Context: an optimization exercise on an open-source flow, tuned for small area, a short achievable clock period and few clock cycles per item. The choices shown serve that exercise and are no tape-out recipe.
Where RTL was checked, it was by simulation tests only, not by an equivalence proof against the original.
No activity file was given, so power comes from the tool's default toggle rates.

Design qvlc_enc, start of the top module:
module qvlc_enc (
    input  wire        clk,
    input  wire        rst,         
    input  wire        in_valid,
    output wire        in_ready,
    input  wire [15:0] in_coef,     
    input  wire [3:0]  in_qno,      
    input  wire [1:0]  in_cls,      
    input  wire        in_mode,     
    output wire        out_valid,
    input  wire        out_ready,
    output wire [15:0] out_val,     
    output wire [4:0]  out_len,     
    output wire        out_last,    
    output wire        out_err,     
    output wire [11:0] out_bits     
);
clock: 9.0 ns
lec_check: 0
cap_margin: 20
core_margin: 2
core_utilization: 55
cts_cluster_diameter: 100
cts_cluster_size: 30
setup_slack_margin: 5
slew_margin: 20
standard.sh (not shown) runs the stock make flow with config.mk's settings and CLKGATE_MAP_FILE= SYNTH_SCRIPT=/design/flow/synth_recipe.tcl, a recipe that flattens the netlist after the stock synthesis.
==> flow/flow/run.sh <==
#!/bin/bash
set -euo pipefail
bash standard.sh finish SETUP_SLACK_MARGIN=6.0 "BUFFER_PORTS_ARGS=-buffer_cell sky130_fd_sc_hd__buf_1" > standard_make.log 2>&1
Testbench counts at the start, summed over its fixed seeds: cycles 21,000, blocks 320.
Rerun with:
==> flow/flow/run.sh (replaced) <==
#!/bin/bash
set -euo pipefail
bash standard.sh finish SETUP_SLACK_MARGIN=6.5 > standard_make.log 2>&1
--- a/flow/config.mk
+++ b/flow/config.mk
@@ -8,5 +8,5 @@
 export CAP_MARGIN = 20
 export CORE_MARGIN = 2
-export CORE_UTILIZATION = 55
+export CORE_UTILIZATION = 60
 export CTS_CLUSTER_DIAMETER = 100
 export CTS_CLUSTER_SIZE = 30
Effect: Worst setup slack got worse by 0.072 ns. Routed wire length went up by a little under a tenth. Via count went up by a few percent. Synthesized area does not change. Worst hold slack got worse by 0.0089 ns. Global-route usage went up by 2.3 points. Register-to-register slack improved by 0.17 ns. Core utilization went up by 9.8 points.
Rerun with:
==> flow/flow/run.sh (replaced) <==
#!/bin/bash
set -euo pipefail
bash standard.sh finish SETUP_SLACK_MARGIN=6.0 "BUFFER_PORTS_ARGS=-buffer_cell sky130_fd_sc_hd__buf_1" > standard_make.log 2>&1
Global-route usage goes down by 1.1 points; power goes down slightly; synthesized area stays the same; hold slack gains 0.0083 ns; wire length goes down by a little under a tenth; combinational power goes down by about a fifth; sequential power hardly moves; worst setup slack gains 0.087 ns; clock-buffer cell count goes up by 1; die area stays the same; core utilization goes down by 4.6 points.
Rerun with:
==> flow/flow/run.sh (replaced) <==
#!/bin/bash
set -euo pipefail
bash standard.sh finish SETUP_SLACK_MARGIN=6.0 > standard_make.log 2>&1
Result:
- The new run went through all stages and came out clean
- wire length rises by 1.4%
- clock power stays flat
- global-route usage hardly moves
- power goes up by 0.35%
- worst hold slack is worse by 0.019 ns

---

qvlc_enc, a different RTL version from the one above (not shown whole).
Size in the first run: ~1300 cells after synthesis, about 720 flip-flops, roughly 0.019 mm2 of cells after synthesis.
export LEC_CHECK = 0
export CAP_MARGIN = 20
export CORE_MARGIN = 2
export CORE_UTILIZATION = 70
export CTS_CLUSTER_DIAMETER = 100
export CTS_CLUSTER_SIZE = 30
export SETUP_SLACK_MARGIN = 5
export SLEW_MARGIN = 20
create_clock -name core_clock -period 9.0 [get_ports {clk}]
==> flow/flow/run.sh <==
#!/bin/bash
set -euo pipefail
bash standard.sh finish SETUP_SLACK_MARGIN=5.5 > standard_make.log 2>&1
The baseline finished clean.
Then changed:
==> flow/run.sh (new file) <==
#!/bin/bash
# synth_recipe.tcl (not shown) runs the flow's synth.tcl, then flattens the netlist and writes it again
# the make line also repeats each setting of config.mk as NAME=value (left out here)
make -C /OpenROAD-flow-scripts/flow DESIGN_CONFIG=/design/flow/config.mk WORK_HOME=/design/flow/orfs CLKGATE_MAP_FILE= SYNTH_SCRIPT=/design/flow/synth_recipe.tcl finish
removed: flow/flow/run.sh
removed: flow/standard.sh
What happened: The new run finished clean. Setup slack loses 0.38 ns. Non-clock buffer count came out lower by 18. Sequential cell count is unchanged. Power falls by 0.32%. Area after synthesis does not change. Count of clock-buffer cells in the layout is higher by 3. Clock power barely changes. Critical path depth stays the same. Maximum frequency decreases by 9.9%. Wire length fell by 6.7%.
Then changed:
==> flow/flow/run.sh (new file) <==
#!/bin/bash
set -euo pipefail
bash standard.sh finish SETUP_SLACK_MARGIN=6.0 > standard_make.log 2>&1
==> flow/standard.sh (new file) <==
#!/bin/bash
# synth_recipe.tcl (not shown) runs the flow's synth.tcl, then flattens the netlist and writes it again
# the make line also repeats each setting of config.mk as NAME=value (left out here)
make -C /OpenROAD-flow-scripts/flow DESIGN_CONFIG=/design/flow/config.mk WORK_HOME=/design/flow/orfs CLKGATE_MAP_FILE= SYNTH_SCRIPT=/design/flow/synth_recipe.tcl "${@:-finish}"
removed: flow/run.sh
Result: Cell count goes up by 3.1%; routed wire length goes up by 12%; maximum frequency goes up by 15%; setup slack is better by 0.51 ns; sequential share of layout area goes down by 2.7 points; combinational power goes up by 12%; count of clock-buffer cells in the layout goes down by 1; sequential power stays flat; area after synthesis does not change; register-to-register slack is better by 0.40 ns; core utilization goes up by 3.1 points.
No functional check of the RTL was part of any run of this note.

---

qvlc_enc with an RTL version that a note above also has.
For scale: about 1200 cells after synthesis, roughly 680 flip-flops, ~64 I/O pins, ~17000 sq um of cells after synthesis.
clock: 9.0 ns
lec_check: 0
cap_margin: 20
core_margin: 2
core_utilization: 60
cts_cluster_diameter: 100
cts_cluster_size: 30
setup_slack_margin: 5
slew_margin: 20
==> flow/flow/run.sh <==
#!/bin/bash
set -euo pipefail
bash standard.sh finish SETUP_SLACK_MARGIN=6.3 "BUFFER_PORTS_ARGS=-buffer_cell sky130_fd_sc_hd__buf_1" > standard_make.log 2>&1
Testbench counts at the start, summed over its fixed seeds: cycles 21,000, blocks 320.
Next try:
==> flow/flow/run.sh (replaced) <==
#!/bin/bash
set -euo pipefail
bash standard.sh finish SETUP_SLACK_MARGIN=6.5 > standard_make.log 2>&1
CORE_UTILIZATION = 50   (was 60)
CTS_CLUSTER_DIAMETER = 80   (was 100)
Outcome: Area after synthesis is unchanged. Register-to-register slack degrades by 90 ps. Final area goes up by 4.9%. Synthesized cell count does not change. Worst hold slack hardly moves. Core utilization goes down by 8.6 points. Setup slack degrades by 100 ps. Count of clock-buffer cells in the layout goes up by 1. Routed wire length goes up by 9.3%. Via count goes up by 3.3%. Non-clock buffer count goes up by 35.
Next try:
==> flow/flow/run.sh (replaced) <==
#!/bin/bash
set -euo pipefail
bash standard.sh finish SETUP_SLACK_MARGIN=6.2 > standard_make.log 2>&1
CORE_UTILIZATION = 60   (was 50)
CTS_CLUSTER_DIAMETER = 100   (was 80)
Result: The new run passed the timing, DRC and antenna checks. Count of clock-buffer cells in the layout went down by 1. Final cell count went down by 5.8%. Routed wire length went down by 5.6%. Core utilization went up by 9.4 points. Worst setup slack gains 32 ps. Clock skew barely changes.
Next try:
==> flow/flow/run.sh (replaced) <==
#!/bin/bash
set -euo pipefail
bash standard.sh finish SETUP_SLACK_MARGIN=6.8 > standard_make.log 2>&1
First-iteration DRC count increases by about 17%.
Sequential cell count stays the same.
Clock skew goes up by 12 ps.
Non-clock buffer count rises by 44.
Global-route usage climbs by 1.5 points.
Final area is higher by about 6%.
Maximum frequency barely changes.
Sequential share of layout area drops by 3.9 points.

---

build 65:
qvlc_enc, a different RTL version from the one above (not shown whole).
Size in the first run: ~1300 cells after synthesis, about 710 flip-flops, roughly 64 I/O pins, ~18000 µm² of cells after synthesis.
Settings: LEC_CHECK=0, CAP_MARGIN=20, CORE_MARGIN=2, CORE_UTILIZATION=40, SLEW_MARGIN=20; clock period 9.0 ns.
run.sh (not shown) runs the stock make flow with config.mk's settings and CLKGATE_MAP_FILE= SYNTH_SCRIPT=/design/flow/synth_recipe.tcl, a recipe that flattens the netlist after the stock synthesis.
Stock flow here: none of the scripts above is used.
Testbench counts of build 65, summed over its fixed seeds: cycles 21,008, blocks 320.
Setup changes, build 65 to build 51
Settings: changing CORE_UTILIZATION from 40 to 70; setting ABC_CLOCK_PERIOD_IN_PS to 3000 for the first time; setting SETUP_SLACK_MARGIN to 5 for the first time.
### Flow results
- Build 51 ends up with a post-placement worst setup slack that is 0.068 ns higher than in build 65.
- Clock insertion delay at the later pin of the skew report in build 51 is 0.02 ns higher than in build 65
- Overall die width in build 51 is 52 µm lower than in build 65
- Build 51 vs build 65 on core area: build 51 is the lower one.
- Clock power of build 65 is on par with build 51.
- Against build 65, non-clock buffer total of the final layout in build 51 rose by more than 10%.
- Comparing build 65 and build 51, the lower last weighted congestion value of the routability-driven placer is on build 51.
Edits applied to the flow inputs when going from build 51 to build 21:
Settings: CTS_BUF_LIST newly set to sky130_fd_sc_hd__clkbuf_4; ABC_CLOCK_PERIOD_IN_PS removed (was 3000).
--- outcome ---
Total power (build 21 over build 51): decrease, about 3%. Share of layout cells above drive strength 1: build 21 higher than build 51. In the route summary, build 21 ends up with a via count exceeding that of build 51. Logic gate share of total power essentially unchanged between build 21 and build 51. Both conditions hold for build 21: the flow ran to the end and the final layout passed the timing, DRC and antenna checks. Global routing usage on met2 (build 21 over build 51): decrease, 6.8 points. [compare] base=build 51 new=build 21: sequential share of layout area increased 0.15 points, final instance count without filler cells increased by 155 relative to the old numbers, aggregate global-route resource usage decreased 2.5 points.

---

before:
RTL: one of the versions met above, not the one the previous note started from.
Size: about 1200 cells after synthesis, ~680 flip-flops, about 64 I/O pins, roughly 17000 um^2 of cells after synthesis.
## qvlc_enc
module qvlc_enc (
    input  wire        clk,
    input  wire        rst,         
    input  wire        in_valid,
    output wire        in_ready,
    input  wire [15:0] in_coef,     
    input  wire [3:0]  in_qno,      
    input  wire [1:0]  in_cls,      
    input  wire        in_mode,     
    output wire        out_valid,
    input  wire        out_ready,
    output wire [15:0] out_val,     
    output wire [4:0]  out_len,     
    output wire        out_last,    
    output wire        out_err,     
    output wire [11:0] out_bits     
);
clock: 9.0 ns
lec_check: 0
cap_margin: 20
core_margin: 2
core_utilization: 60
cts_cluster_diameter: 100
cts_cluster_size: 30
setup_slack_margin: 5
slew_margin: 20
standard.sh (not shown) runs the stock make flow with config.mk's settings and CLKGATE_MAP_FILE= SYNTH_SCRIPT=/design/flow/synth_recipe.tcl, a recipe that flattens the netlist after the stock synthesis.
==> flow/flow/run.sh <==
#!/bin/bash
set -euo pipefail
bash standard.sh finish SETUP_SLACK_MARGIN=5.8 > standard_make.log 2>&1
before ended with every stage complete and zero timing, DRC or antenna violations.
Testbench counts of before, summed over its fixed seeds: cycles 21,000, blocks 320.
Input-level comparison between after and before:
==> flow/flow/run.sh <==
#!/bin/bash
set -euo pipefail
bash standard.sh finish SETUP_SLACK_MARGIN=6.0 > standard_make.log 2>&1
diff --git a/flow/config.mk b/flow/config.mk
--- a/flow/config.mk
+++ b/flow/config.mk
@@ -9,6 +9,6 @@
 export CORE_MARGIN = 2
 export CORE_UTILIZATION = 60
-export CTS_CLUSTER_DIAMETER = 100
-export CTS_CLUSTER_SIZE = 30
+export CTS_CLUSTER_DIAMETER = 70
+export CTS_CLUSTER_SIZE = 36
 export SETUP_SLACK_MARGIN = 5
 export SLEW_MARGIN = 20
### Flow results
- [after] overall routing resource usage fell 0.66 points relative to before
- Re gate count of the mapped netlist: no difference whatsoever between before and after.
- The source of the critical timing path comes out in_coef[13] in one run and oval[14] in the other, namely in before and after respectively.
- Compared with before, in after count of clock-buffer cells in the layout went down 5, count of buffer and inverter cells on the critical path went up 1, first-pass GRT wire length went down 3.5%, number of cells upsized or downsized after cts went up about 240%.
- Across both runs, share of the clock period used by the worst path was lower for after than for before.
- Between after and before, the actual transition at the worst max-transition pin is lower for after.
- Of after and before, the run reporting the higher total length of routed wires was before.
- Between before and after, the combinational power share figures differ only marginally.
- after: PASS, flow complete, no timing, DRC or antenna violations

## afterwards: timing with drivers on the ports
The results above use ideal ports. As a check the final layouts listed here were re-extracted and re-timed, cells and wires unchanged. Step 1 assumes that a clkbuf_16 drives the clock port and a buf_2 every other input. Step 2 times the ports against the registers' clock, not the clock port: input delays grow and output delays shrink by t, the midpoint of the rising clock arrivals with the driver on. Three values: no drivers, after step 1, after step 2; two values: the first two.
run | t, ns | setup WS [ns] | worst data-port slew with drivers (ns)
the first run of note 1 | 0.623 | 6.014 / 5.964 / 5.442 | 0.03
the second run of note 1 | 0.615 | 5.941 / 5.892 / 5.368 | 0.05
the third run of note 1 | 0.611 | 6.028 / 5.990 / 5.442 | 0.03
the fourth run of note 1 | 0.602 | 5.911 / 5.922 / 5.320 | 0.05
the first run of note 2 | 0.617 | 5.553 / 5.541 / 4.965 | 0.05
the second run of note 2 | 0.621 | 5.175 / 5.199 / 4.578 | 0.03
the third run of note 2 | 0.622 | 5.681 / 5.681 / 5.088 | 0.04
the first run of note 3 | 0.607 | 6.029 / 5.981 / 5.527 | 0.06
the second run of note 3 | 0.615 | 5.925 / 5.875 / 5.436 | 0.05
the third run of note 3 | 0.615 | 5.957 / 5.906 / 5.395 | 0.04
the fourth run of note 3 | 0.601 | 5.952 / 5.904 / 5.506 | 0.05
build 65 | 0.629 | 4.878 / 4.911 / 4.282 | 0.04
build 51 | 0.631 | 5.080 / 5.107 / 4.477 | 0.04
build 21 | 0.797 | 5.167 / 5.167 / 4.411 | 0.04
before | 0.603 | 5.802 / 5.810 / 5.224 | 0.03
after | 0.615 | 5.963 / 5.914 / 5.388 | 0.05
After both steps every run listed still meets setup and hold. The setup slack of build 21, which loses most, moves by 0.000 ns with the drivers and by -0.756 ns with both steps.
